Background: an optimization exercise with open tools, aiming at small area, a short achievable clock period and few clock cycles per item. Do not read the settings as production practice.
Only simulation tests tie the RTL to the original design; equivalence was not proved.

File: design/flow/design.v
module gf_mul (
    input  wire       f10,
    input  wire [9:0] a,
    input  wire [9:0] b,
    output wire [9:0] p
);
    reg [18:0] c;
    integer i;
    always @(*) begin
        c = 19'd0;
        for (i = 0; i < 10; i = i + 1)
            if (b[i]) c = c ^ ({9'd0, a} << i);
    end
    wire [9:0] r10, r8;
    gf_red10 u_r10 (.c(c),        .r(r10));
    gf_red8  u_r8  (.c(c[14:0]),  .r(r8));
    assign p = f10 ? r10 : r8;
endmodule
module gf_sq (
    input  wire       f10,
    input  wire [9:0] x,
    output wire [9:0] y
);
    reg [18:0] c;
    integer i;
    always @(*) begin
        c = 19'd0;
        for (i = 0; i < 10; i = i + 1)
            c[2 * i] = x[i];
    end
    wire [9:0] r10, r8;
    gf_red10 u_r10 (.c(c),        .r(r10));
    gf_red8  u_r8  (.c(c[14:0]),  .r(r8));
    assign y = f10 ? r10 : r8;
endmodule
module gf_red10 (
    input  wire [18:0] c,
    output wire [9:0]  r
);
    reg [18:0] t;
    integer i;
    always @(*) begin
        t = c;
        for (i = 18; i >= 10; i = i - 1)
            if (t[i]) t = t ^ (19'h409 << (i - 10));
    end
    assign r = t[9:0];
endmodule
module gf_red8 (
    input  wire [14:0] c,
    output wire [9:0]  r
);
    reg [14:0] t;
    integer i;
    always @(*) begin
        t = c;
        for (i = 14; i >= 8; i = i - 1)
            if (t[i]) t = t ^ (15'h11B << (i - 8));
    end
    assign r = {2'b00, t[7:0]};
endmodule
module gf8_exp_lo (
    input  wire [3:0] addr,
    output reg  [7:0] data
);
    always @(*) begin
        case (addr)
            4'h0: data = 8'h01;
            4'h1: data = 8'h03;
            4'h2: data = 8'h05;
            4'h3: data = 8'h0F;
            4'h4: data = 8'h11;
            4'h5: data = 8'h33;
            4'h6: data = 8'h55;
            4'h7: data = 8'hFF;
            4'h8: data = 8'h1A;
            4'h9: data = 8'h2E;
            4'hA: data = 8'h72;
            4'hB: data = 8'h96;
            4'hC: data = 8'hA1;
            4'hD: data = 8'hF8;
            4'hE: data = 8'h13;
            4'hF: data = 8'h35;
            default: data = 8'h00;
        endcase
    end
endmodule
module gf8_exp_hi (
    input  wire [3:0] addr,
    output reg  [7:0] data
);
    always @(*) begin
        case (addr)
            4'h0: data = 8'h01;
            4'h1: data = 8'h5F;
            4'h2: data = 8'hE5;
            4'h3: data = 8'h53;
            4'h4: data = 8'h4C;
            4'h5: data = 8'h83;
            4'h6: data = 8'hB5;
            4'h7: data = 8'hFE;
            4'h8: data = 8'hFB;
            4'h9: data = 8'hC3;
            4'hA: data = 8'h9F;
            4'hB: data = 8'h9B;
            4'hC: data = 8'hFC;
            4'hD: data = 8'h45;
            4'hE: data = 8'h12;
            4'hF: data = 8'h39;
            default: data = 8'h00;
        endcase
    end
endmodule
module gf8_log_rom (
    input  wire [7:0] addr,
    output wire [7:0] data
);
  wire new_n17, new_n18, new_n19, new_n20, new_n21, new_n22, new_n23,
    new_n24, new_n25, new_n26, new_n27, new_n28, new_n29, new_n30, new_n31,
    new_n32, new_n33, new_n34, new_n35, new_n36, new_n37, new_n38, new_n39,
    new_n40, new_n41, new_n42, new_n43, new_n44, new_n45, new_n46, new_n47,
    new_n48, new_n49, new_n50, new_n51, new_n52, new_n53, new_n54, new_n55,
    new_n56, new_n57, new_n58, new_n59, new_n60, new_n61, new_n62, new_n63,
    new_n64, new_n65, new_n66, new_n67, new_n68, new_n69, new_n70, new_n71,
    new_n72, new_n73, new_n74, new_n75, new_n76, new_n77, new_n78, new_n79,
    new_n80, new_n81, new_n82, new_n83, new_n84, new_n85, new_n86, new_n87,
    new_n88, new_n89, new_n90, new_n91, new_n92, new_n93, new_n94, new_n95,
    new_n96, new_n97, new_n98, new_n99, new_n100, new_n101, new_n102,
    new_n103, new_n104, new_n105, new_n106, new_n107, new_n108, new_n109,
    new_n110, new_n111, new_n112, new_n113, new_n114, new_n115, new_n116,
    new_n117, new_n118, new_n119, new_n120, new_n121, new_n122, new_n123,
    new_n124, new_n125, new_n126, new_n127, new_n128, new_n129, new_n130,
    new_n131, new_n132, new_n133, new_n134, new_n135, new_n136, new_n137,
    new_n138, new_n139, new_n140, new_n141, new_n142, new_n143, new_n144,
    new_n145, new_n146, new_n147, new_n148, new_n149, new_n150, new_n151,
    new_n152, new_n154, new_n155, new_n156, new_n157, new_n158, new_n159,
    new_n160, new_n161, new_n162, new_n163, new_n164, new_n165, new_n166,
    new_n167, new_n168, new_n169, new_n170, new_n171, new_n172, new_n173,
    new_n174, new_n175, new_n176, new_n177, new_n178, new_n179, new_n180,
    new_n181, new_n182, new_n183, new_n184, new_n185, new_n186, new_n187,
    new_n188, new_n189, new_n190, new_n191, new_n192, new_n193, new_n194,
    new_n195, new_n196, new_n197, new_n198, new_n199, new_n200, new_n201,
    new_n202, new_n203, new_n204, new_n205, new_n206, new_n207, new_n208,
    new_n209, new_n210, new_n211, new_n212, new_n213, new_n214, new_n215,
    new_n216, new_n217, new_n218, new_n219, new_n220, new_n221, new_n222,
    new_n223, new_n224, new_n225, new_n226, new_n227, new_n228, new_n229,
    new_n230, new_n231, new_n232, new_n233, new_n234, new_n235, new_n236,
    new_n237, new_n238, new_n239, new_n240, new_n241, new_n242, new_n243,
    new_n244, new_n245, new_n246, new_n247, new_n248, new_n249, new_n251,
    new_n252, new_n253, new_n254, new_n255, new_n256, new_n257, new_n258,
    new_n259, new_n260, new_n261, new_n262, new_n263, new_n264, new_n265,
    new_n266, new_n267, new_n268, new_n269, new_n270, new_n271, new_n272,
    new_n273, new_n274, new_n275, new_n276, new_n277, new_n278, new_n279,
    new_n280, new_n281, new_n282, new_n283, new_n284, new_n285, new_n286,
    new_n287, new_n288, new_n289, new_n290, new_n291, new_n292, new_n293,
    new_n294, new_n295, new_n296, new_n297, new_n298, new_n299, new_n300,
    new_n301, new_n302, new_n303, new_n304, new_n305, new_n306, new_n307,
    new_n308, new_n309, new_n310, new_n311, new_n312, new_n313, new_n314,
    new_n315, new_n316, new_n317, new_n318, new_n319, new_n320, new_n321,
    new_n322, new_n323, new_n324, new_n325, new_n326, new_n327, new_n328,
    new_n330, new_n331, new_n332, new_n333, new_n334, new_n335, new_n336,
    new_n337, new_n338, new_n339, new_n340, new_n341, new_n342, new_n343,
    new_n344, new_n345, new_n346, new_n347, new_n348, new_n349, new_n350,
    new_n351, new_n352, new_n353, new_n354, new_n355, new_n356, new_n357,
    new_n358, new_n359, new_n360, new_n361, new_n362, new_n363, new_n364,
    new_n365, new_n366, new_n367, new_n368, new_n369, new_n370, new_n371,
    new_n372, new_n373, new_n374, new_n375, new_n376, new_n377, new_n378,
    new_n379, new_n380, new_n381, new_n382, new_n383, new_n384, new_n385,
    new_n386, new_n387, new_n388, new_n389, new_n390, new_n391, new_n392,
    new_n393, new_n395, new_n396, new_n397, new_n398, new_n399, new_n400,
    new_n401, new_n402, new_n403, new_n404, new_n405, new_n406, new_n407,
    new_n408, new_n409, new_n410, new_n411, new_n412, new_n413, new_n414,
    new_n415, new_n416, new_n417, new_n418, new_n419, new_n420, new_n421,
    new_n422, new_n423, new_n424, new_n425, new_n426, new_n427, new_n428,
    new_n429, new_n430, new_n431, new_n432, new_n433, new_n434, new_n435,
    new_n436, new_n437, new_n438, new_n439, new_n440, new_n441, new_n442,
    new_n443, new_n444, new_n445, new_n446, new_n447, new_n448, new_n449,
    new_n450, new_n451, new_n453, new_n454, new_n455, new_n456, new_n457,
    new_n458, new_n459, new_n460, new_n461, new_n462, new_n463, new_n464,
    new_n465, new_n466, new_n467, new_n468, new_n469, new_n470, new_n471,
    new_n472, new_n473, new_n474, new_n475, new_n476, new_n477, new_n478,
    new_n479, new_n480, new_n481, new_n482, new_n483, new_n484, new_n485,
    new_n486, new_n487, new_n488, new_n489, new_n490, new_n491, new_n492,
    new_n493, new_n494, new_n495, new_n496, new_n497, new_n498, new_n499,
    new_n500, new_n501, new_n502, new_n503, new_n504, new_n505, new_n506,
    new_n507, new_n508, new_n509, new_n510, new_n511, new_n512, new_n513,
    new_n514, new_n516, new_n517, new_n518, new_n519, new_n520, new_n521,
    new_n522, new_n523, new_n524, new_n525, new_n526, new_n527, new_n528,
    new_n529, new_n530, new_n531, new_n532, new_n533, new_n534, new_n535,
    new_n536, new_n537, new_n538, new_n539, new_n540, new_n541, new_n542,
    new_n543, new_n544, new_n545, new_n546, new_n547, new_n548, new_n549,
    new_n550, new_n551, new_n552, new_n553, new_n554, new_n555, new_n556,
    new_n557, new_n558, new_n559, new_n560, new_n561, new_n562, new_n563,
    new_n564, new_n565, new_n566, new_n567, new_n568, new_n569, new_n570,
    new_n571, new_n572, new_n573, new_n574, new_n575, new_n576, new_n578,
    new_n579, new_n580, new_n581, new_n582, new_n583, new_n584, new_n585,
    new_n586, new_n587, new_n588, new_n589, new_n590, new_n591, new_n592,
    new_n593, new_n594, new_n595, new_n596, new_n597, new_n598, new_n599,
    new_n600, new_n601, new_n602, new_n603, new_n604, new_n605, new_n606,
    new_n607, new_n608, new_n609, new_n610, new_n611, new_n612, new_n613,
    new_n614, new_n615, new_n616, new_n617, new_n618, new_n619, new_n620,
    new_n621, new_n622, new_n623, new_n624, new_n625, new_n626, new_n627,
    new_n628, new_n629, new_n630, new_n631, new_n632, new_n633, new_n634;
  assign new_n17 = addr[0] & addr[1];
  assign new_n18 = addr[3] & ~new_n17;
  assign new_n19 = ~addr[1] & addr[2];
  assign new_n20 = new_n18 & ~new_n19;
  assign new_n21 = addr[1] & ~addr[2];
  assign new_n22 = new_n20 & ~new_n21;
  assign new_n23 = ~addr[2] & ~addr[3];
  assign new_n24 = addr[1] & new_n23;
  assign new_n25 = ~addr[3] & ~new_n21;
  assign new_n26 = ~addr[0] & ~addr[2];
  assign new_n27 = addr[0] & addr[2];
  assign new_n28 = ~new_n26 & ~new_n27;
  assign new_n29 = new_n25 & new_n28;
  assign new_n30 = ~new_n24 & ~new_n29;
  assign new_n31 = ~addr[0] & ~addr[1];
  assign new_n32 = ~new_n17 & ~new_n31;
  assign new_n33 = ~addr[0] & addr[2];
  assign new_n34 = ~addr[3] & ~new_n33;
  assign new_n35 = ~new_n32 & new_n34;
  assign new_n36 = ~new_n30 & ~new_n35;
  assign new_n37 = addr[4] & ~new_n36;
  assign new_n38 = ~new_n22 & new_n37;
  assign new_n39 = ~addr[2] & ~new_n31;
  assign new_n40 = new_n20 & ~new_n39;
  assign new_n41 = ~new_n18 & new_n39;
  assign new_n42 = ~addr[4] & ~new_n41;
  assign new_n43 = ~new_n40 & new_n42;
  assign new_n44 = ~addr[5] & ~new_n43;
  assign new_n45 = ~new_n38 & new_n44;
  assign new_n46 = ~addr[3] & ~new_n26;
  assign new_n47 = addr[1] & addr[2];
  assign new_n48 = addr[0] & ~addr[1];
  assign new_n49 = ~new_n47 & ~new_n48;
  assign new_n50 = new_n46 & new_n49;
  assign new_n51 = ~addr[4] & ~new_n50;
  assign new_n52 = addr[3] & ~new_n26;
  assign new_n53 = new_n32 & new_n52;
  assign new_n54 = new_n51 & ~new_n53;
  assign new_n55 = addr[2] & addr[3];
  assign new_n56 = addr[1] & new_n55;
  assign new_n57 = addr[4] & ~new_n56;
  assign new_n58 = addr[2] & ~addr[3];
  assign new_n59 = new_n17 & ~new_n58;
  assign new_n60 = ~addr[2] & addr[3];
  assign new_n61 = ~addr[1] & ~new_n60;
  assign new_n62 = ~new_n59 & ~new_n61;
  assign new_n63 = new_n57 & new_n62;
  assign new_n64 = addr[5] & ~new_n63;
  assign new_n65 = ~new_n54 & new_n64;
  assign new_n66 = ~new_n45 & ~new_n65;
  assign new_n67 = ~addr[7] & ~new_n66;
  assign new_n68 = addr[0] & addr[3];
  assign new_n69 = ~new_n21 & new_n68;
  assign new_n70 = addr[4] & ~new_n69;
  assign new_n71 = ~addr[1] & new_n60;
  assign new_n72 = new_n70 & ~new_n71;
  assign new_n73 = addr[0] & ~addr[2];
  assign new_n74 = ~addr[3] & ~new_n47;
  assign new_n75 = ~new_n73 & new_n74;
  assign new_n76 = new_n72 & ~new_n75;
  assign new_n77 = ~addr[4] & ~new_n55;
  assign new_n78 = addr[2] & new_n32;
  assign new_n79 = new_n46 & ~new_n78;
  assign new_n80 = new_n77 & ~new_n79;
  assign new_n81 = addr[5] & ~new_n80;
  assign new_n82 = ~new_n76 & new_n81;
  assign new_n83 = new_n48 & new_n58;
  assign new_n84 = new_n25 & ~new_n83;
  assign new_n85 = addr[4] & ~new_n84;
  assign new_n86 = addr[1] & addr[3];
  assign new_n87 = ~new_n26 & new_n86;
  assign new_n88 = new_n85 & ~new_n87;
  assign new_n89 = ~addr[0] & new_n74;
  assign new_n90 = ~addr[4] & ~new_n89;
  assign new_n91 = ~new_n52 & ~new_n86;
  assign new_n92 = new_n90 & new_n91;
  assign new_n93 = ~addr[5] & ~new_n92;
  assign new_n94 = ~new_n88 & new_n93;
  assign new_n95 = ~new_n82 & ~new_n94;
  assign new_n96 = addr[7] & ~new_n95;
  assign new_n97 = addr[6] & ~new_n96;
  assign new_n98 = ~new_n67 & new_n97;
  assign new_n99 = addr[3] & ~new_n28;
  assign new_n100 = ~addr[0] & addr[1];
  assign new_n101 = addr[3] & new_n100;
  assign new_n102 = ~new_n99 & ~new_n101;
  assign new_n103 = addr[4] & new_n102;
  assign new_n104 = ~new_n29 & new_n103;
  assign new_n105 = addr[3] & new_n28;
  assign new_n106 = ~new_n31 & new_n105;
  assign new_n107 = ~addr[4] & ~new_n86;
  assign new_n108 = ~addr[3] & ~new_n27;
  assign new_n109 = ~addr[0] & new_n47;
  assign new_n110 = new_n32 & ~new_n109;
  assign new_n111 = new_n108 & ~new_n110;
  assign new_n112 = new_n107 & ~new_n111;
  assign new_n113 = ~new_n106 & new_n112;
  assign new_n114 = ~new_n104 & ~new_n113;
  assign new_n115 = addr[5] & ~new_n114;
  assign new_n116 = ~addr[1] & ~addr[2];
  assign new_n117 = ~addr[3] & ~new_n116;
  assign new_n118 = ~new_n27 & ~new_n48;
  assign new_n119 = ~addr[4] & new_n118;
  assign new_n120 = ~new_n117 & new_n119;
  assign new_n121 = ~addr[5] & ~new_n120;
  assign new_n122 = new_n28 & new_n74;
  assign new_n123 = new_n61 & ~new_n68;
  assign new_n124 = ~new_n122 & new_n123;
  assign new_n125 = addr[4] & ~new_n59;
  assign new_n126 = ~new_n124 & new_n125;
  assign new_n127 = new_n121 & ~new_n126;
  assign new_n128 = addr[7] & ~new_n127;
  assign new_n129 = ~new_n115 & new_n128;
  assign new_n130 = ~new_n19 & ~new_n21;
  assign new_n131 = ~addr[0] & new_n130;
  assign new_n132 = addr[3] & new_n118;
  assign new_n133 = ~new_n130 & ~new_n132;
  assign new_n134 = ~new_n131 & ~new_n133;
  assign new_n135 = ~addr[4] & ~new_n134;
  assign new_n136 = addr[4] & ~new_n20;
  assign new_n137 = addr[1] & ~new_n28;
  assign new_n138 = new_n136 & ~new_n137;
  assign new_n139 = addr[5] & ~new_n138;
  assign new_n140 = ~new_n135 & new_n139;
  assign new_n141 = ~addr[4] & ~new_n24;
  assign new_n142 = new_n68 & ~new_n130;
  assign new_n143 = addr[3] & ~new_n142;
  assign new_n144 = new_n141 & ~new_n143;
  assign new_n145 = ~new_n31 & new_n58;
  assign new_n146 = new_n70 & ~new_n145;
  assign new_n147 = ~new_n144 & ~new_n146;
  assign new_n148 = ~addr[5] & ~new_n147;
  assign new_n149 = ~addr[7] & ~new_n148;
  assign new_n150 = ~new_n140 & new_n149;
  assign new_n151 = ~addr[6] & ~new_n150;
  assign new_n152 = ~new_n129 & new_n151;
  assign data[0] = ~new_n98 & ~new_n152;
  assign new_n154 = ~addr[1] & addr[3];
  assign new_n155 = ~addr[4] & ~new_n154;
  assign new_n156 = ~addr[3] & ~new_n83;
  assign new_n157 = ~new_n131 & new_n156;
  assign new_n158 = ~addr[3] & ~new_n157;
  assign new_n159 = new_n155 & ~new_n158;
  assign new_n160 = new_n18 & new_n39;
  assign new_n161 = addr[4] & ~new_n160;
  assign new_n162 = addr[0] & new_n74;
  assign new_n163 = addr[2] & ~new_n17;
  assign new_n164 = ~addr[3] & new_n163;
  assign new_n165 = ~new_n162 & ~new_n164;
  assign new_n166 = new_n161 & new_n165;
  assign new_n167 = ~addr[5] & ~new_n166;
  assign new_n168 = ~new_n159 & new_n167;
  assign new_n169 = addr[3] & ~new_n100;
  assign new_n170 = new_n49 & new_n169;
  assign new_n171 = ~addr[3] & ~new_n49;
  assign new_n172 = ~new_n170 & ~new_n171;
  assign new_n173 = ~addr[4] & ~new_n172;
  assign new_n174 = ~new_n27 & new_n154;
  assign new_n175 = addr[4] & ~new_n174;
  assign new_n176 = ~new_n157 & new_n175;
  assign new_n177 = addr[5] & ~new_n176;
  assign new_n178 = ~new_n173 & new_n177;
  assign new_n179 = ~addr[6] & ~new_n178;
  assign new_n180 = ~new_n168 & new_n179;
  assign new_n181 = ~new_n21 & ~new_n34;
  assign new_n182 = ~new_n52 & new_n181;
  assign new_n183 = ~new_n41 & ~new_n182;
  assign new_n184 = addr[4] & ~new_n183;
  assign new_n185 = ~new_n17 & new_n34;
  assign new_n186 = ~addr[4] & ~new_n185;
  assign new_n187 = new_n18 & ~new_n116;
  assign new_n188 = new_n186 & ~new_n187;
  assign new_n189 = ~addr[5] & ~new_n188;
  assign new_n190 = ~new_n184 & new_n189;
  assign new_n191 = addr[0] & ~addr[3];
  assign new_n192 = ~addr[2] & new_n191;
  assign new_n193 = ~new_n69 & ~new_n192;
  assign new_n194 = ~addr[0] & ~new_n19;
  assign new_n195 = new_n25 & new_n194;
  assign new_n196 = new_n193 & ~new_n195;
  assign new_n197 = addr[4] & ~new_n196;
  assign new_n198 = ~addr[0] & ~new_n116;
  assign new_n199 = ~addr[3] & ~new_n198;
  assign new_n200 = ~addr[4] & ~new_n71;
  assign new_n201 = ~new_n99 & new_n200;
  assign new_n202 = ~new_n199 & new_n201;
  assign new_n203 = ~new_n197 & ~new_n202;
  assign new_n204 = addr[5] & ~new_n203;
  assign new_n205 = addr[6] & ~new_n204;
  assign new_n206 = ~new_n190 & new_n205;
  assign new_n207 = ~new_n180 & ~new_n206;
  assign new_n208 = addr[7] & ~new_n207;
  assign new_n209 = ~new_n41 & new_n57;
  assign new_n210 = ~new_n69 & new_n209;
  assign new_n211 = new_n52 & ~new_n78;
  assign new_n212 = ~new_n116 & new_n191;
  assign new_n213 = ~addr[4] & ~new_n212;
  assign new_n214 = ~new_n211 & new_n213;
  assign new_n215 = ~addr[5] & ~new_n214;
  assign new_n216 = ~new_n210 & new_n215;
  assign new_n217 = ~addr[3] & ~new_n19;
  assign new_n218 = ~addr[0] & ~new_n25;
  assign new_n219 = new_n217 & ~new_n218;
  assign new_n220 = ~new_n164 & ~new_n174;
  assign new_n221 = new_n27 & ~new_n154;
  assign new_n222 = new_n220 & ~new_n221;
  assign new_n223 = ~new_n219 & new_n222;
  assign new_n224 = ~addr[4] & ~new_n223;
  assign new_n225 = ~new_n73 & new_n161;
  assign new_n226 = addr[5] & ~new_n225;
  assign new_n227 = ~new_n224 & new_n226;
  assign new_n228 = ~new_n216 & ~new_n227;
  assign new_n229 = addr[6] & ~new_n228;
  assign new_n230 = new_n32 & new_n34;
  assign new_n231 = new_n103 & ~new_n230;
  assign new_n232 = ~new_n58 & ~new_n60;
  assign new_n233 = addr[1] & ~new_n232;
  assign new_n234 = ~addr[4] & ~new_n233;
  assign new_n235 = ~addr[1] & new_n28;
  assign new_n236 = new_n232 & new_n235;
  assign new_n237 = new_n234 & ~new_n236;
  assign new_n238 = addr[5] & ~new_n237;
  assign new_n239 = ~new_n231 & new_n238;
  assign new_n240 = ~addr[2] & ~addr[4];
  assign new_n241 = ~new_n18 & new_n240;
  assign new_n242 = addr[1] & new_n191;
  assign new_n243 = addr[4] & ~new_n242;
  assign new_n244 = ~addr[5] & ~new_n243;
  assign new_n245 = ~new_n241 & new_n244;
  assign new_n246 = ~addr[6] & ~new_n245;
  assign new_n247 = ~new_n239 & new_n246;
  assign new_n248 = ~new_n229 & ~new_n247;
  assign new_n249 = ~addr[7] & ~new_n248;
  assign data[1] = ~new_n208 & ~new_n249;
  assign new_n251 = ~new_n58 & new_n137;
  assign new_n252 = ~addr[4] & ~new_n162;
  assign new_n253 = ~new_n251 & new_n252;
  assign new_n254 = ~new_n25 & ~new_n198;
  assign new_n255 = addr[4] & ~new_n254;
  assign new_n256 = new_n33 & ~new_n154;
  assign new_n257 = new_n255 & ~new_n256;
  assign new_n258 = ~addr[5] & ~new_n257;
  assign new_n259 = ~new_n253 & new_n258;
  assign new_n260 = ~new_n109 & new_n200;
  assign new_n261 = ~new_n28 & new_n217;
  assign new_n262 = new_n68 & ~new_n116;
  assign new_n263 = addr[5] & ~new_n262;
  assign new_n264 = ~new_n261 & new_n263;
  assign new_n265 = ~new_n260 & new_n264;
  assign new_n266 = ~new_n259 & ~new_n265;
  assign new_n267 = ~addr[6] & ~new_n266;
  assign new_n268 = addr[0] & new_n25;
  assign new_n269 = ~new_n105 & ~new_n268;
  assign new_n270 = addr[4] & ~new_n269;
  assign new_n271 = ~new_n32 & new_n52;
  assign new_n272 = ~new_n195 & new_n200;
  assign new_n273 = ~new_n271 & new_n272;
  assign new_n274 = addr[5] & ~new_n273;
  assign new_n275 = ~new_n270 & new_n274;
  assign new_n276 = ~addr[4] & ~new_n56;
  assign new_n277 = ~new_n122 & new_n276;
  assign new_n278 = ~addr[1] & ~addr[3];
  assign new_n279 = ~new_n48 & ~new_n278;
  assign new_n280 = new_n57 & new_n279;
  assign new_n281 = ~new_n277 & ~new_n280;
  assign new_n282 = ~addr[5] & ~new_n281;
  assign new_n283 = addr[6] & ~new_n282;
  assign new_n284 = ~new_n275 & new_n283;
  assign new_n285 = ~new_n267 & ~new_n284;
  assign new_n286 = addr[7] & ~new_n285;
  assign new_n287 = new_n47 & new_n191;
  assign new_n288 = ~new_n53 & ~new_n287;
  assign new_n289 = ~addr[4] & ~new_n288;
  assign new_n290 = ~addr[5] & ~new_n289;
  assign new_n291 = ~new_n55 & new_n100;
  assign new_n292 = addr[3] & ~new_n194;
  assign new_n293 = ~new_n291 & ~new_n292;
  assign new_n294 = addr[4] & new_n293;
  assign new_n295 = new_n290 & ~new_n294;
  assign new_n296 = ~new_n199 & ~new_n271;
  assign new_n297 = addr[4] & ~new_n296;
  assign new_n298 = new_n25 & ~new_n194;
  assign new_n299 = addr[1] & new_n68;
  assign new_n300 = new_n77 & ~new_n299;
  assign new_n301 = ~new_n298 & new_n300;
  assign new_n302 = addr[5] & ~new_n301;
  assign new_n303 = ~new_n297 & new_n302;
  assign new_n304 = ~new_n295 & ~new_n303;
  assign new_n305 = ~addr[6] & ~new_n304;
  assign new_n306 = ~addr[0] & new_n19;
  assign new_n307 = ~new_n137 & ~new_n306;
  assign new_n308 = ~new_n71 & new_n141;
  assign new_n309 = new_n307 & new_n308;
  assign new_n310 = new_n25 & ~new_n78;
  assign new_n311 = addr[4] & ~new_n261;
  assign new_n312 = addr[3] & new_n19;
  assign new_n313 = new_n311 & ~new_n312;
  assign new_n314 = ~new_n310 & new_n313;
  assign new_n315 = ~new_n309 & ~new_n314;
  assign new_n316 = addr[5] & ~new_n315;
  assign new_n317 = ~new_n83 & ~new_n218;
  assign new_n318 = new_n107 & new_n317;
  assign new_n319 = ~new_n55 & ~new_n132;
  assign new_n320 = addr[1] & new_n46;
  assign new_n321 = addr[4] & ~new_n320;
  assign new_n322 = new_n319 & new_n321;
  assign new_n323 = ~new_n318 & ~new_n322;
  assign new_n324 = ~addr[5] & ~new_n323;
  assign new_n325 = addr[6] & ~new_n324;
  assign new_n326 = ~new_n316 & new_n325;
  assign new_n327 = ~new_n305 & ~new_n326;
  assign new_n328 = ~addr[7] & ~new_n327;
  assign data[2] = ~new_n286 & ~new_n328;
  assign new_n330 = ~new_n19 & new_n132;
  assign new_n331 = ~addr[4] & ~new_n330;
  assign new_n332 = ~new_n142 & new_n331;
  assign new_n333 = ~new_n100 & new_n332;
  assign new_n334 = addr[4] & ~new_n132;
  assign new_n335 = ~new_n187 & new_n334;
  assign new_n336 = ~new_n212 & new_n335;
  assign new_n337 = ~addr[5] & ~new_n336;
  assign new_n338 = ~new_n333 & new_n337;
  assign new_n339 = addr[1] & ~new_n34;
  assign new_n340 = ~new_n73 & ~new_n339;
  assign new_n341 = new_n77 & ~new_n340;
  assign new_n342 = new_n57 & ~new_n230;
  assign new_n343 = addr[5] & ~new_n342;
  assign new_n344 = ~new_n341 & new_n343;
  assign new_n345 = ~addr[6] & ~new_n344;
  assign new_n346 = ~new_n338 & new_n345;
  assign new_n347 = new_n37 & ~new_n142;
  assign new_n348 = ~addr[4] & ~new_n100;
  assign new_n349 = new_n340 & new_n348;
  assign new_n350 = new_n121 & ~new_n349;
  assign new_n351 = ~new_n347 & new_n350;
  assign new_n352 = ~new_n117 & ~new_n142;
  assign new_n353 = new_n348 & ~new_n352;
  assign new_n354 = addr[4] & ~new_n26;
  assign new_n355 = ~new_n25 & new_n354;
  assign new_n356 = addr[5] & ~new_n355;
  assign new_n357 = ~new_n353 & new_n356;
  assign new_n358 = addr[6] & ~new_n357;
  assign new_n359 = ~new_n351 & new_n358;
  assign new_n360 = ~new_n346 & ~new_n359;
  assign new_n361 = ~addr[7] & ~new_n360;
  assign new_n362 = ~new_n145 & new_n332;
  assign new_n363 = new_n28 & new_n217;
  assign new_n364 = ~new_n299 & ~new_n363;
  assign new_n365 = new_n161 & new_n364;
  assign new_n366 = ~addr[5] & ~new_n365;
  assign new_n367 = ~new_n362 & new_n366;
  assign new_n368 = addr[3] & new_n110;
  assign new_n369 = ~addr[4] & ~new_n368;
  assign new_n370 = ~new_n320 & new_n369;
  assign new_n371 = ~new_n52 & ~new_n100;
  assign new_n372 = ~new_n75 & new_n371;
  assign new_n373 = addr[4] & ~new_n291;
  assign new_n374 = ~new_n372 & new_n373;
  assign new_n375 = addr[5] & ~new_n374;
  assign new_n376 = ~new_n370 & new_n375;
  assign new_n377 = ~new_n367 & ~new_n376;
  assign new_n378 = addr[6] & ~new_n377;
  assign new_n379 = ~new_n111 & ~new_n154;
  assign new_n380 = new_n161 & new_n379;
  assign new_n381 = ~new_n20 & ~new_n56;
  assign new_n382 = new_n186 & new_n381;
  assign new_n383 = ~addr[5] & ~new_n382;
  assign new_n384 = ~new_n380 & new_n383;
  assign new_n385 = ~new_n145 & ~new_n368;
  assign new_n386 = addr[4] & ~new_n385;
  assign new_n387 = ~new_n219 & new_n331;
  assign new_n388 = addr[5] & ~new_n387;
  assign new_n389 = ~new_n386 & new_n388;
  assign new_n390 = ~new_n384 & ~new_n389;
  assign new_n391 = ~addr[6] & ~new_n390;
  assign new_n392 = addr[7] & ~new_n391;
  assign new_n393 = ~new_n378 & new_n392;
  assign data[3] = ~new_n361 & ~new_n393;
  assign new_n395 = addr[3] & new_n163;
  assign new_n396 = ~new_n36 & ~new_n395;
  assign new_n397 = new_n90 & ~new_n396;
  assign new_n398 = new_n31 & ~new_n232;
  assign new_n399 = new_n209 & ~new_n398;
  assign new_n400 = ~new_n397 & ~new_n399;
  assign new_n401 = ~addr[5] & ~new_n400;
  assign new_n402 = ~new_n157 & new_n369;
  assign new_n403 = new_n311 & ~new_n330;
  assign new_n404 = addr[5] & ~new_n403;
  assign new_n405 = ~new_n402 & new_n404;
  assign new_n406 = ~new_n401 & ~new_n405;
  assign new_n407 = ~addr[7] & ~new_n406;
  assign new_n408 = new_n23 & ~new_n100;
  assign new_n409 = new_n335 & ~new_n408;
  assign new_n410 = ~new_n130 & ~new_n191;
  assign new_n411 = new_n77 & new_n410;
  assign new_n412 = ~addr[5] & ~new_n411;
  assign new_n413 = ~new_n409 & new_n412;
  assign new_n414 = ~new_n78 & new_n243;
  assign new_n415 = new_n39 & ~new_n68;
  assign new_n416 = new_n155 & ~new_n415;
  assign new_n417 = addr[5] & ~new_n416;
  assign new_n418 = ~new_n414 & new_n417;
  assign new_n419 = addr[7] & ~new_n418;
  assign new_n420 = ~new_n413 & new_n419;
  assign new_n421 = ~new_n407 & ~new_n420;
  assign new_n422 = addr[6] & ~new_n421;
  assign new_n423 = ~new_n50 & ~new_n75;
  assign new_n424 = ~addr[4] & ~new_n271;
  assign new_n425 = new_n423 & new_n424;
  assign new_n426 = addr[4] & ~new_n154;
  assign new_n427 = ~new_n53 & new_n426;
  assign new_n428 = ~new_n425 & ~new_n427;
  assign new_n429 = addr[5] & ~new_n428;
  assign new_n430 = addr[4] & new_n28;
  assign new_n431 = new_n364 & new_n430;
  assign new_n432 = ~addr[4] & new_n198;
  assign new_n433 = ~addr[5] & ~new_n432;
  assign new_n434 = ~new_n431 & new_n433;
  assign new_n435 = ~new_n429 & ~new_n434;
  assign new_n436 = ~addr[7] & ~new_n435;
  assign new_n437 = new_n30 & new_n72;
  assign new_n438 = new_n90 & new_n102;
  assign new_n439 = addr[5] & ~new_n438;
  assign new_n440 = ~new_n437 & new_n439;
  assign new_n441 = ~new_n48 & new_n58;
  assign new_n442 = ~new_n73 & ~new_n441;
  assign new_n443 = new_n155 & ~new_n442;
  assign new_n444 = ~addr[0] & new_n25;
  assign new_n445 = new_n70 & ~new_n444;
  assign new_n446 = ~new_n443 & ~new_n445;
  assign new_n447 = ~addr[5] & ~new_n446;
  assign new_n448 = addr[7] & ~new_n447;
  assign new_n449 = ~new_n440 & new_n448;
  assign new_n450 = ~new_n436 & ~new_n449;
  assign new_n451 = ~addr[6] & ~new_n450;
  assign data[4] = ~new_n422 & ~new_n451;
  assign new_n453 = ~new_n89 & ~new_n287;
  assign new_n454 = ~new_n26 & new_n154;
  assign new_n455 = new_n453 & ~new_n454;
  assign new_n456 = addr[4] & ~new_n455;
  assign new_n457 = new_n348 & new_n410;
  assign new_n458 = ~new_n456 & ~new_n457;
  assign new_n459 = ~addr[5] & ~new_n458;
  assign new_n460 = ~new_n107 & ~new_n234;
  assign new_n461 = new_n61 & ~new_n193;
  assign new_n462 = ~new_n218 & ~new_n461;
  assign new_n463 = ~new_n460 & ~new_n462;
  assign new_n464 = addr[4] & ~new_n235;
  assign new_n465 = ~new_n84 & new_n464;
  assign new_n466 = addr[5] & ~new_n465;
  assign new_n467 = ~new_n463 & new_n466;
  assign new_n468 = ~new_n459 & ~new_n467;
  assign new_n469 = ~addr[7] & ~new_n468;
  assign new_n470 = new_n243 & ~new_n262;
  assign new_n471 = ~addr[4] & ~new_n183;
  assign new_n472 = ~new_n470 & ~new_n471;
  assign new_n473 = ~addr[5] & ~new_n89;
  assign new_n474 = ~new_n472 & new_n473;
  assign new_n475 = ~new_n191 & new_n232;
  assign new_n476 = ~new_n17 & ~new_n475;
  assign new_n477 = ~addr[4] & ~new_n476;
  assign new_n478 = ~new_n35 & new_n70;
  assign new_n479 = addr[5] & ~new_n478;
  assign new_n480 = ~new_n477 & new_n479;
  assign new_n481 = addr[7] & ~new_n480;
  assign new_n482 = ~new_n474 & new_n481;
  assign new_n483 = ~new_n469 & ~new_n482;
  assign new_n484 = ~addr[6] & ~new_n483;
  assign new_n485 = ~addr[2] & ~new_n455;
  assign new_n486 = addr[4] & ~new_n78;
  assign new_n487 = ~new_n485 & new_n486;
  assign new_n488 = new_n107 & new_n220;
  assign new_n489 = addr[5] & ~new_n488;
  assign new_n490 = ~new_n487 & new_n489;
  assign new_n491 = new_n334 & new_n453;
  assign new_n492 = ~new_n298 & new_n319;
  assign new_n493 = new_n107 & ~new_n492;
  assign new_n494 = ~new_n491 & ~new_n493;
  assign new_n495 = ~addr[5] & ~new_n494;
  assign new_n496 = addr[7] & ~new_n495;
  assign new_n497 = ~new_n490 & new_n496;
  assign new_n498 = addr[4] & ~new_n395;
  assign new_n499 = ~new_n86 & ~new_n278;
  assign new_n500 = ~addr[2] & ~new_n499;
  assign new_n501 = new_n498 & ~new_n500;
  assign new_n502 = ~addr[4] & ~new_n278;
  assign new_n503 = ~new_n143 & new_n502;
  assign new_n504 = addr[5] & ~new_n503;
  assign new_n505 = ~new_n501 & new_n504;
  assign new_n506 = ~new_n48 & ~new_n339;
  assign new_n507 = new_n161 & ~new_n506;
  assign new_n508 = new_n51 & ~new_n299;
  assign new_n509 = ~addr[5] & ~new_n508;
  assign new_n510 = ~new_n507 & new_n509;
  assign new_n511 = ~addr[7] & ~new_n510;
  assign new_n512 = ~new_n505 & new_n511;
  assign new_n513 = addr[6] & ~new_n512;
  assign new_n514 = ~new_n497 & new_n513;
  assign data[5] = new_n484 | new_n514;
  assign new_n516 = ~addr[0] & ~new_n278;
  assign new_n517 = addr[4] & ~new_n47;
  assign new_n518 = ~new_n516 & new_n517;
  assign new_n519 = ~new_n299 & ~new_n306;
  assign new_n520 = ~new_n460 & new_n519;
  assign new_n521 = ~new_n518 & ~new_n520;
  assign new_n522 = ~addr[1] & new_n192;
  assign new_n523 = addr[5] & ~new_n522;
  assign new_n524 = ~new_n521 & new_n523;
  assign new_n525 = new_n136 & ~new_n157;
  assign new_n526 = ~new_n17 & new_n52;
  assign new_n527 = ~new_n108 & ~new_n526;
  assign new_n528 = ~addr[4] & ~new_n19;
  assign new_n529 = ~new_n46 & new_n528;
  assign new_n530 = ~new_n527 & new_n529;
  assign new_n531 = ~addr[5] & ~new_n530;
  assign new_n532 = ~new_n525 & new_n531;
  assign new_n533 = ~addr[6] & ~new_n532;
  assign new_n534 = ~new_n524 & new_n533;
  assign new_n535 = ~new_n36 & ~new_n142;
  assign new_n536 = ~addr[4] & ~new_n535;
  assign new_n537 = addr[5] & ~new_n527;
  assign new_n538 = ~new_n536 & new_n537;
  assign new_n539 = new_n193 & new_n317;
  assign new_n540 = new_n498 & ~new_n539;
  assign new_n541 = new_n107 & ~new_n441;
  assign new_n542 = ~addr[5] & ~new_n541;
  assign new_n543 = ~new_n540 & new_n542;
  assign new_n544 = addr[6] & ~new_n543;
  assign new_n545 = ~new_n538 & new_n544;
  assign new_n546 = ~new_n534 & ~new_n545;
  assign new_n547 = addr[7] & ~new_n546;
  assign new_n548 = addr[3] & new_n307;
  assign new_n549 = ~addr[4] & ~new_n287;
  assign new_n550 = ~new_n548 & new_n549;
  assign new_n551 = ~new_n169 & new_n311;
  assign new_n552 = ~addr[5] & ~new_n551;
  assign new_n553 = ~new_n550 & new_n552;
  assign new_n554 = addr[4] & ~new_n195;
  assign new_n555 = ~new_n106 & new_n554;
  assign new_n556 = ~new_n68 & new_n200;
  assign new_n557 = ~new_n310 & new_n556;
  assign new_n558 = addr[5] & ~new_n557;
  assign new_n559 = ~new_n555 & new_n558;
  assign new_n560 = ~addr[6] & ~new_n559;
  assign new_n561 = ~new_n553 & new_n560;
  assign new_n562 = ~new_n78 & new_n293;
  assign new_n563 = new_n276 & ~new_n562;
  assign new_n564 = ~new_n163 & new_n255;
  assign new_n565 = ~new_n563 & ~new_n564;
  assign new_n566 = ~addr[5] & ~new_n565;
  assign new_n567 = addr[4] & new_n423;
  assign new_n568 = ~addr[4] & ~new_n99;
  assign new_n569 = ~new_n164 & new_n568;
  assign new_n570 = ~new_n567 & ~new_n569;
  assign new_n571 = addr[5] & ~new_n101;
  assign new_n572 = ~new_n570 & new_n571;
  assign new_n573 = addr[6] & ~new_n572;
  assign new_n574 = ~new_n566 & new_n573;
  assign new_n575 = ~new_n561 & ~new_n574;
  assign new_n576 = ~addr[7] & ~new_n575;
  assign data[6] = ~new_n547 & ~new_n576;
  assign new_n578 = new_n141 & ~new_n287;
  assign new_n579 = new_n102 & new_n578;
  assign new_n580 = ~new_n21 & new_n373;
  assign new_n581 = ~new_n410 & new_n580;
  assign new_n582 = addr[5] & ~new_n581;
  assign new_n583 = ~new_n579 & new_n582;
  assign new_n584 = ~new_n31 & new_n442;
  assign new_n585 = addr[4] & ~new_n584;
  assign new_n586 = ~addr[4] & new_n163;
  assign new_n587 = ~new_n171 & new_n586;
  assign new_n588 = ~addr[5] & ~new_n587;
  assign new_n589 = ~new_n585 & new_n588;
  assign new_n590 = ~new_n583 & ~new_n589;
  assign new_n591 = addr[6] & ~new_n590;
  assign new_n592 = addr[3] & ~new_n307;
  assign new_n593 = new_n85 & ~new_n592;
  assign new_n594 = new_n218 & new_n499;
  assign new_n595 = ~addr[4] & ~new_n221;
  assign new_n596 = ~new_n594 & new_n595;
  assign new_n597 = addr[5] & ~new_n596;
  assign new_n598 = ~new_n593 & new_n597;
  assign new_n599 = addr[0] & ~new_n74;
  assign new_n600 = new_n464 & ~new_n599;
  assign new_n601 = ~addr[4] & new_n372;
  assign new_n602 = ~addr[5] & ~new_n601;
  assign new_n603 = ~new_n600 & new_n602;
  assign new_n604 = ~new_n598 & ~new_n603;
  assign new_n605 = ~addr[6] & ~new_n604;
  assign new_n606 = addr[7] & ~new_n605;
  assign new_n607 = ~new_n591 & new_n606;
  assign new_n608 = ~new_n86 & new_n194;
  assign new_n609 = addr[0] & new_n55;
  assign new_n610 = ~new_n23 & ~new_n609;
  assign new_n611 = ~new_n608 & new_n610;
  assign new_n612 = addr[4] & ~new_n611;
  assign new_n613 = ~new_n19 & ~new_n609;
  assign new_n614 = new_n51 & new_n613;
  assign new_n615 = addr[5] & ~new_n614;
  assign new_n616 = ~new_n612 & new_n615;
  assign new_n617 = ~new_n330 & new_n347;
  assign new_n618 = new_n181 & new_n348;
  assign new_n619 = ~addr[5] & ~new_n618;
  assign new_n620 = ~new_n617 & new_n619;
  assign new_n621 = ~new_n616 & ~new_n620;
  assign new_n622 = addr[6] & ~new_n621;
  assign new_n623 = ~new_n516 & ~new_n527;
  assign new_n624 = new_n136 & ~new_n623;
  assign new_n625 = new_n290 & ~new_n624;
  assign new_n626 = new_n70 & ~new_n100;
  assign new_n627 = ~new_n192 & new_n528;
  assign new_n628 = ~new_n160 & new_n627;
  assign new_n629 = ~new_n626 & ~new_n628;
  assign new_n630 = addr[5] & ~new_n629;
  assign new_n631 = ~addr[6] & ~new_n630;
  assign new_n632 = ~new_n625 & new_n631;
  assign new_n633 = ~addr[7] & ~new_n632;
  assign new_n634 = ~new_n622 & new_n633;
  assign data[7] = ~new_n607 & ~new_n634;
endmodule
module gf_alu (
    input  wire        clk,
    input  wire        rst,
    input  wire        start,
    input  wire [7:0]  op,
    input  wire [31:0] a,
    input  wire [31:0] b,
    output wire        ready,
    output reg         done,
    output wire [31:0] result,
    output reg         err,
    output wire [7:0]  errcode
);
    localparam [2:0] C_ADD  = 3'd0;    
    localparam [2:0] C_MUL  = 3'd1;    
    localparam [2:0] C_POW  = 3'd2;    
    localparam [2:0] C_LOOP = 3'd3;    
    localparam [2:0] C_ERRZ = 3'd4;    
    localparam [2:0] C_ILL  = 3'd5;    
    reg        errz;
    reg  [9:0] res;
    assign result  = {22'd0, res};
    assign errcode = {3'b000, err, 3'b000, errz};
    reg        v1;          
    reg  [2:0] cls;
    reg        f10;         
    reg  [9:0] p, q;        
    reg  [9:0] s;           
    reg  [9:0] c;           
    reg  [9:0] x;           
    reg  [1:0] cnt;         
    wire last    = (cls != C_POW) && !((cls == C_LOOP) && (cnt != 2'd0));
    assign ready = ~v1 | last;
    wire accept  = start & ready;
    wire       fin = op[5];                     
    wire [9:0] am  = {a[9:8] & {2{fin}}, a[7:0]};
    wire [9:0] bm  = {b[9:8] & {2{fin}}, b[7:0]};
    wire       a8z  = (a[7:0] == 8'd0);
    wire       a10z = a8z & (a[9:8] == 2'd0);
    wire [9:0] a2;
    gf_sq u_sqa (.f10(fin), .x(am), .y(a2));
    wire [7:0] log_a;
    gf8_log_rom u_log (.addr(a[7:0]), .data(log_a));
    wire [7:0] ek = op[2] ? a[7:0] : ~log_a;    
    wire [7:0] exp_lo, exp_hi;
    gf8_exp_lo u_lo (.addr(ek[3:0]), .data(exp_lo));
    gf8_exp_hi u_hi (.addr(ek[7:4]), .data(exp_hi));
    wire [9:0] u10 = b[9:0], v10 = b[19:10], w10 = b[29:20], z10 = {8'd0, b[31:30]};
    wire [9:0] s10a = u10 ^ v10 ^ w10;
    wire [9:0] k10a = (u10 & v10) | (u10 & w10) | (v10 & w10);
    wire [9:0] c10a = {k10a[8:0], k10a[9]};
    wire [9:0] s10  = s10a ^ c10a ^ z10;
    wire [9:0] k10b = (s10a & c10a) | (s10a & z10) | (c10a & z10);
    wire [9:0] c10  = {k10b[8:0], k10b[9]};
    wire [7:0] u8 = b[7:0], v8 = b[15:8], w8 = b[23:16], z8 = b[31:24];
    wire [7:0] s8a = u8 ^ v8 ^ w8;
    wire [7:0] k8a = (u8 & v8) | (u8 & w8) | (v8 & w8);
    wire [7:0] c8a = {k8a[6:0], k8a[7]};
    wire [7:0] s8  = s8a ^ c8a ^ z8;
    wire [7:0] k8b = (s8a & c8a) | (s8a & z8) | (c8a & z8);
    wire [7:0] c8  = {k8b[6:0], k8b[7]};
    reg [2:0] cls_in;
    reg [9:0] p_in, q_in, s_in, c_in;
    always @(*) begin
        p_in = am;
        q_in = bm;
        s_in = fin ? s10 : {s8, 2'b00};
        c_in = fin ? c10 : {c8, 2'b00};
        case (op)
            8'h10, 8'h20: begin cls_in = C_ADD; p_in = am ^ bm; end
            8'h11, 8'h21: cls_in = C_MUL;
            8'h14: begin
                cls_in = C_MUL;
                p_in   = {2'b00, exp_lo};
                q_in   = {2'b00, exp_hi};
            end
            8'h15: begin
                cls_in = a8z ? C_ERRZ : C_ADD;
                p_in   = {2'b00, log_a};
            end
            8'h12: begin
                cls_in = a8z ? C_ERRZ : C_MUL;
                p_in   = {2'b00, exp_lo};
                q_in   = {2'b00, exp_hi};
            end
            8'h13, 8'h23: begin cls_in = C_POW; q_in = a2; end
            8'h22: begin
                cls_in = a10z ? C_ERRZ : C_POW;
                q_in   = a2;
                s_in   = 10'd1022;
                c_in   = 10'd0;
            end
            default: cls_in = C_ILL;
        endcase
    end
    wire       loop = (cls == C_LOOP);
    wire [9:0] p2, p4, x2;
    gf_sq u_sq1 (.f10(f10), .x(p),  .y(p2));
    gf_sq u_sq2 (.f10(f10), .x(p2), .y(p4));
    gf_sq u_sqx (.f10(f10), .x(x),  .y(x2));
    wire [9:0] mp;
    gf_mul u_mul (.f10(f10), .a(loop ? p4 : p), .b(q), .p(mp));
    wire [10:0] es = {1'b0, s} + {1'b0, c};
    wire [9:0]  e  = es[9:0] + {7'd0, es[10] & ~f10, 1'b0, es[10] & f10};
    reg [9:0] p_first, q_first;
    always @(*) begin
        case (e[9:8])
            2'd0:    p_first = 10'd1;
            2'd1:    p_first = p;
            2'd2:    p_first = q;
            default: p_first = mp;
        endcase
        case (e[7:6])
            2'd0:    q_first = 10'd1;
            2'd1:    q_first = p;
            2'd2:    q_first = q;
            default: q_first = mp;
        endcase
    end
    reg [9:0] q_loop;
    always @(*) begin
        case (s[9:8])
            2'd0:    q_loop = 10'd1;
            2'd1:    q_loop = x;
            2'd2:    q_loop = x2;
            default: q_loop = c;
        endcase
    end
    always @(posedge clk) begin
        if (rst) begin
            v1   <= 1'b0;
            done <= 1'b0;
        end else begin
            done <= 1'b0;
            if (v1) begin
                if (last) begin
                    v1   <= 1'b0;
                    done <= 1'b1;
                    err  <= (cls == C_ERRZ) || (cls == C_ILL);
                    errz <= (cls == C_ERRZ);
                end
                case (cls)
                    C_ADD:  res <= p;
                    C_MUL:  res <= mp;
                    C_POW: begin
                        x   <= p;
                        c   <= mp;
                        p   <= p_first;
                        q   <= q_first;
                        s   <= {e[5:0], 4'd0};
                        cnt <= f10 ? 2'd3 : 2'd2;
                        cls <= C_LOOP;
                    end
                    C_LOOP: begin
                        res <= mp;
                        p   <= mp;
                        q   <= q_loop;
                        s   <= {s[7:0], 2'b00};
                        cnt <= cnt - 2'd1;
                    end
                    default: res <= 10'd0;
                endcase
            end
            if (accept) begin
                v1  <= 1'b1;
                cls <= cls_in;
                f10 <= fin;
                p   <= p_in;
                q   <= q_in;
                s   <= s_in;
                c   <= c_in;
            end
        end
    end
endmodule
File: design/flow/run.sh
#!/bin/bash
# synth_recipe.tcl (not shown) runs the flow's synth.tcl, then flattens the netlist and writes it again
# the make line also repeats each setting of config.mk as NAME=value (left out here)
make -C /OpenROAD-flow-scripts/flow DESIGN_CONFIG=/design/flow/config.mk WORK_HOME=/design/flow/orfs CLKGATE_MAP_FILE= SYNTH_SCRIPT=/design/flow/synth_recipe.tcl finish
File: design/flow/config.mk
export PLATFORM = sky130hd
export DESIGN_NAME = gf_alu
export DESIGN_NICKNAME = gf_alu
export VERILOG_FILES = /design/flow/design.v
export SDC_FILE = /design/flow/constraint.sdc
export NUM_CORES = 4
export LEC_CHECK = 0
export CAP_MARGIN = 20
export CORE_MARGIN = 2
export CORE_UTILIZATION = 30
export SETUP_SLACK_MARGIN = 2.8
export SLEW_MARGIN = 20
File: design/flow/constraint.sdc
create_clock -name core_clock -period 7.0 [get_ports {clk}]
set_input_delay 1.4000 -clock core_clock [delete_from_list [all_inputs] [get_ports {clk}]]
set_output_delay 1.4000 -clock core_clock [all_outputs]
set_load 0.01 [all_outputs]
==> results.ini, run 1 <==
[run_status]
status = finished clean

[setup_path]
path_cells = buf_12 > buf_12 > ha_1 > buf_6 > nor2_1 > a21oi_1 > nand2_1 > o211ai_1 > a31oi_2 > a21o_1 > mux2_4 > inv_4 > ha_4 > mux2i_1 > nor2_1 > a31oi_1 > nor2b_1 > o32ai_2 > a21oi_1
worst_path_max_delay_cell = a31oi_2
arrival_ns = 4.64
cp-startpoint = a[2]
max_stage_delay_ns = 0.36
worstSetupPathType = input port to flip-flop
worstSetupStartpointType = input port
required_ns = 7.07
cp-end-kind = flip-flop
critPathMaxFanout = 19
timing.rr.start = p[4]

[timing]
hold_viol = 0
worstMarginPinSlew_ns = 0.878
setup_viol = 0
fmax_mhz = 219
fin_skew_ns = 0.0110
min_period_ns = 4.56
fin_crit_sh_pct = 65.2
finalSetupTns_ns = 0
slew_viol_final = 0
max_slew_margin_pct = 39.9
rsz0062_at_grt = true
fin_hold_ws_ns = 0.593

[synthesis]
ys_top_cells_by_area = edfxtp_1 18%, xnor2_1 8.0%, nand2_1 6.9%
ys_seq_elements = 70
yosys_most_used_dff = edfxtp_1
synth-simple-area-share_pct = 19.0
yosys.area.top_type = edfxtp_1
synth_area_per_cell_um2 = 7.75
netlist_area_um2 = 11300
synthMuxAreaShare_pct = 4.25
synth_compound_area_share_pct = 24.2
synth_top_family_by_area = compound AO/OA/AOI/OAI gates
ys_types = 82
netlist.area_leader.share_pct = 18.1
yosys.area_share.xor_xnor_pct = 15.2
yosysSeqAreaShare_pct = 18.5
synthArstFlopShare_pct = 0
yosys.area_share.adder_pct = 10.8
synth_cells = 1455
synth_edf_count = 68
yosysWarnings = 7

[final_layout]
final_cells = 2095
finish.instance_area_um2 = 15400
num-fill-cells = 3584
area_delta_synth_final_pct = 37.1
layout_commonest_cell = nand2_1
drive_gt1_share_pct = 28.7
diodes = 0
mostFrequentLayoutCells = 197 x nand2_1, 159 x buf_4, 99 x nor2_1
nets = 1777

[floorplanning]
dieArea_um2 = 39100
num_io_pins = 118
fp-row-count = 70
start_util_pct = 30.6
core_area_um2 = 36800
die_h_um = 198
fp.dieW_um = 198

[min_path]
worstHoldStart = cnt[0]
worstHoldPathType = flip-flop to flip-flop

[routing]
top_layer = met4
avgViaCountPerCell = 5.84
route.met3.wl_um = 3530
dr.pass1.iters = 7
drt_iter0_drc = 1334
ant_nets = 0
routedWlPerCell_um = 21.8
wl_met1_um = 18200
drc = 0
wirelength_um = 45700
num_vias = 12200
dr_wl_met2_um = 21700

[global_route]
grt.overflow.total = 0
grt_max_degree = 47
grt_pass1_vias = 11300
grt_usage_pct = 22.1
grt_first_pass_wirelength_um = 67000
antenna_found_initial = 0

[cts]
h-tree-depth = 3
cts_max_path_buffers = 2
holdBufCountCts = 0
cts_made_buffers = 9
clkTransAtPathRegs_ns = 0.06
clock_latency_ns = 0.35
cts_sinks = 70
cts-root-buf = clkbuf_16
cts_tree = done

[placed_design]
place_congestion = 0.983
io_buffers = 67
dpl.hpwl_um = 31000
place_inst = 1913
dpl-instance-area_um2 = 12400

[flow_run]
drv_cap = 0

## worst paths after layout
kind,to,slack [ns],depth (start not counted)
setup / recovery,p[5],2.44,19
hold / removal,cnt[0],0.59,1
setup reg to reg,p[1],2.62,14
hold reg to reg,cnt[0],0.59,1
## logic make-up after synthesis
logic type	Yosys count
simple gates	481
buf+inv	207
compound gates	413
other cells	1
mux	43
fa+ha+maj	80
flops	70
xor+xnor	160
## area by class of cell
cell class | count | area [um^2] | share of cell area [%]
Multi-Input combinational cell | 1208 | 9780 | 63.3
Tap cell | 468 | 586 | 3.79
Inverter | 68 | 299 | 1.94
Clock buffer | 9 | 225 | 1.46
Timing Repair Buffer | 265 | 2420 | 15.7
Clock inverter | 7 | 48.8 | 0.316
Sequential cell | 70 | 2080 | 13.5
## sequential cells by signal, summed over array words and instances, names as in the netlist
register	count
p	10
q	10
cnt	2
f10	1
done	1
cls	3
c	10
err	1
v1	1
s	10
errz	1
x	10
res	10
## worst max-delay path: cells and delay by family
family	cells	cell delay (ns)
AO/OA/AOI/OAI	7	1.44
adder cells (fa/ha/maj)	2	0.45
buffers and inverters	4	0.51
multiplexers	2	0.32
AND/OR/NAND/NOR	4	0.50
## timing repair
item,4_1_cts,5_1_grt
setup endpoints to repair,62,55
buffers inserted,97,64
gates cloned,4,1
pin swaps,67,70
gates resized for setup,187,145
## cells in the mapped netlist, drive strengths merged, types with 26 or more instances
library cell,n
xor2,36
xnor2,106
clkbuf,85
mux2i,31
a211oi,26
nand3,26
nand2,208
buf,54
o21ai,101
nor2,119
inv,67
a21oi,104
nor2b,30
ha,51
edfxtp,68
fa,29
nor3,33
## per-stage QoR
stage	util, %	setup slack (ns)
floorplan	-	2.47
global placement	33.8	0.899
detailed placement	33.8	1.01
CTS	38.8	2.50
global route	42.0	2.34
finish	42.0	2.44
## routing by layer
metal | vias to the layer above | global-route usage, %
met5 | - | 0
met4 | 0 | 9.77
met3 | 185 | 2.88
met2 | 752 | 36.9
met1 | 5811 | 28.4
li1 | 5481 | -
Testbench counts, summed over its fixed seeds: cycles 4,818, items 3,200.
==> run 2: changes to the inputs <==
--- a/design/flow/config.mk
+++ b/design/flow/config.mk
@@ -9,4 +9,4 @@
 export CORE_MARGIN = 2
 export CORE_UTILIZATION = 30
-export SETUP_SLACK_MARGIN = 2.8
+export SETUP_SLACK_MARGIN = 2.0
 export SLEW_MARGIN = 20
==> run 2 against run 1 <==
Compared with the run above:
- still clean
- utilization fell by 5.8 points
- via count fell by 7.1%
- synthesized area unchanged
- final cell count down 6.0%
- critical path type unchanged
==> results.ini, run 2 <==
[setup_path]
critPathMaxFanout = 9  ; was 19
required_ns = 7.06  ; was 7.07 ns
arrival_ns = 4.99  ; was 4.64 ns
cp-end-kind = flip-flop  ; unchanged
worstSetupStartpointType = input port  ; unchanged
r2r_cells = 13  ; was 14
worstSetupPathType = input port to flip-flop  ; unchanged

[timing]
worstMarginPinSlew_ns = 0.978  ; was 0.878 ns
timing.final.ws_setup_ns = 2.07  ; was 2.44 ns
min_period_ns = 4.93  ; was 4.56 ns
finalSetupTns_ns = 0  ; unchanged
max_slew_margin_pct = 34.8  ; was 39.9%
fin_hold_ws_ns = 0.612  ; was 0.593 ns
fin_crit_sh_pct = 70.4  ; was 65.2%
hold_viol = 0  ; unchanged
setup_viol = 0  ; unchanged
rsz0062_at_grt = true  ; unchanged
fmax_mhz = 203  ; was 219 MHz
fin_skew_ns = 0.0108  ; was 0.0110 ns
slew_viol_final = 0  ; unchanged

[final_layout]
mostFrequentLayoutCells = 203 x nand2_1, 108 x nor2_1, 100 x xnor2_1  ; was 197 x nand2_1, 159 x buf_4, 99 x nor2_1
layout_commonest_cell = nand2_1  ; unchanged
diodes = 0  ; unchanged
nets = 1652  ; was 1777
area_delta_synth_final_pct = 18.2  ; was 37.1%
drive_gt1_share_pct = 13.7  ; was 28.7%
finish.instance_area_um2 = 13300  ; was 15400 um^2

[global_route]
grt_pass1_vias = 10600  ; was 11.3k
grt_max_degree = 47  ; unchanged
grt_first_pass_wirelength_um = 62100  ; was 67000 um
antenna_found_initial = 0  ; unchanged
grt_usage_pct = 20.2  ; was 22.1%
grt.overflow.total = 0  ; unchanged

[placed_design]
place_congestion = 0.996  ; was 0.983
dpl-instance-area_um2 = 12300  ; was 12400 um^2
io_buffers = 67  ; unchanged
place_ws_ns = 0.840  ; was 1.01 ns
dpl.hpwl_um = 29700  ; was 31000 um

[synthesis]
yosysWarnings = 7  ; unchanged
netlist.area_leader.share_pct = 18.1  ; unchanged
yosys_most_used_dff = edfxtp_1  ; unchanged
synthArstFlopShare_pct = 0  ; unchanged
synth_cells = 1455  ; unchanged
netlist_area_um2 = 11300  ; unchanged
synth_area_per_cell_um2 = 7.75  ; unchanged
ys_seq_elements = 70  ; unchanged
ys_top_cells_by_area = edfxtp_1 18%, xnor2_1 8.0%, nand2_1 6.9%  ; unchanged
yosysSeqAreaShare_pct = 18.5  ; unchanged
synth_edf_count = 68  ; unchanged
yosys.area.top_type = edfxtp_1  ; unchanged
ys_types = 82  ; unchanged
synth.most_common_cell = nand2_1  ; unchanged
synth_commonest_cells = 208 x nand2_1, 119 x nor2_1, 103 x a21oi_1, 103 x xnor2_1, 90 x o21ai_0  ; unchanged

[min_path]
worstHoldPathType = flip-flop to flip-flop  ; unchanged
min_path_cells = 1  ; unchanged

[routing]
dr.pass1.iters = 7  ; unchanged
num_vias = 11400  ; was 12.2k
routedWlPerCell_um = 20.6  ; was 21.8 um
wirelength_um = 40600  ; was 45700 um
drc = 0  ; unchanged
ant_nets = 0  ; unchanged
avgViaCountPerCell = 5.77  ; was 5.84
drt_iter0_drc = 1530  ; was 1334

[floorplanning]
start_util_pct = 30.6  ; unchanged
fp.dieW_um = 198  ; unchanged
die_h_um = 198  ; unchanged
fp-row-count = 70  ; unchanged
dieArea_um2 = 39100  ; unchanged
core_area_um2 = 36800  ; unchanged
num_io_pins = 118  ; unchanged

[cts]
cts-root-buf = clkbuf_16  ; unchanged
cts_tree = done  ; unchanged
h-tree-depth = 3  ; unchanged
cts_made_buffers = 9  ; unchanged
clock_latency_ns = 0.34  ; was 0.35 ns
cts_max_path_buffers = 2  ; unchanged
clkTransAtPathRegs_ns = 0.06  ; about the same
cts_sinks = 70  ; unchanged

[run_status]
status = finished clean  ; unchanged

[flow_run]
drv_cap = 0  ; unchanged

[run 2: cell counts after synthesis]
No cell type changed its count.
[run 2: critical path: stages]
cell             delay [ns]
clkdlybuf4s15_1        0.21
inv_1                  0.09
buf_6                  0.18
ha_4                   0.26
clkinvlp_4             0.13
buf_4                  0.12
buf_4                  0.13
a21boi_0               0.08
o21ai_0                0.15
o31ai_1                0.12
mux4_2                 0.49
mux2_4                 0.31
mux2i_4                0.20
inv_1                  0.10
ha_2                   0.21
xnor2_1                0.12
o21ai_0                0.14
nor2_1                 0.08
a2111oi_2              0.35
a311oi_1               0.09
[run 2: kinds of logic after synthesis]
group | Yosys count | synth area share [%]
flops | 70 | 18.5
other cells | 1 | 0.0333
buf+inv | 207 | 8.07
simple gates | 481 | 19.0
mux | 43 | 4.25
fa+ha+maj | 80 | 10.8
xor+xnor | 160 | 15.2
compound gates | 413 | 24.2
[run 2: final cells by class]
| class | count | area [um^2] |
|---|---|---|
| clock buffers | 9 | 225 |
| clock inverters | 7 | 72.6 |
| fillers | 3763 | 23500 |
| inverters | 68 | 263 |
| multi-input cells | 1205 | 8780 |
| flip-flops and latches | 70 | 2080 |
| well taps | 468 | 586 |
| repair buffers | 143 | 1310 |
[run 2: what timing repair did]
action | in CTS | in global routing
buffers inserted | 11 | 29
setup endpoints to repair | 21 | 43
hold buffers | 0 | 0
pin swaps | 6 | 18
resized for setup | 68 | 54
[run 2: path summary, 6_finish.rpt]
| path | start | to | slack [ns] |
|---|---|---|---|
| worst min-delay path | cnt[0] | cnt[0] | 0.61 |
| worst min register to register | cnt[0] | cnt[0] | 0.61 |
| worst max-delay path | a[2] | q[7] | 2.07 |
| worst max register to register | p[7] | q[4] | 2.19 |
[run 2: metrics by stage]
stage | std cells | util (%)
after floorplan | 1482 | -
after global placement | 1914 | 33.4
after detailed placement | 1914 | 33.4
after CTS | 1941 | 35.0
after global routing | 1970 | 36.2
final | 1970 | 36.2
[run 2: layer usage]
metal	up-vias	GRT usage, %	routed length, um
li1	5210	-	-
met1	5296	26.7	16800
met2	695	32.6	18300
met3	161	3.08	3480
met4	0	9.11	2010
met5	-	0	0

==> afterwards: timing with drivers on the ports <==
In the flow no input, the clock included, has a driving cell. The finished layouts below were timed again as built, in two steps.
Step 1: set_driving_cell puts a clkbuf_16 on clk and a buf_2 on each other input, an assumption about the parent block.
Step 2, shift: input delay + t, output delay - t, t = (earliest + latest rising clock arrival at the registers) / 2. This alone moves slack from input paths to output paths.
a / b / c = ideal ports / drivers / drivers and shift; a / b = the first two.
run	shift t [ns]	setup WS [ns]	worst slew at a driven data input, ns
run 1	0.378	2.436 / 2.428 / 2.050	0.06
run 2	0.377	2.071 / 2.089 / 1.713	0.05
After both steps setup and hold are still met in every run listed. For run 1, which loses most, drivers alone change the setup slack by -0.008 ns; drivers and shift together by -0.386 ns.
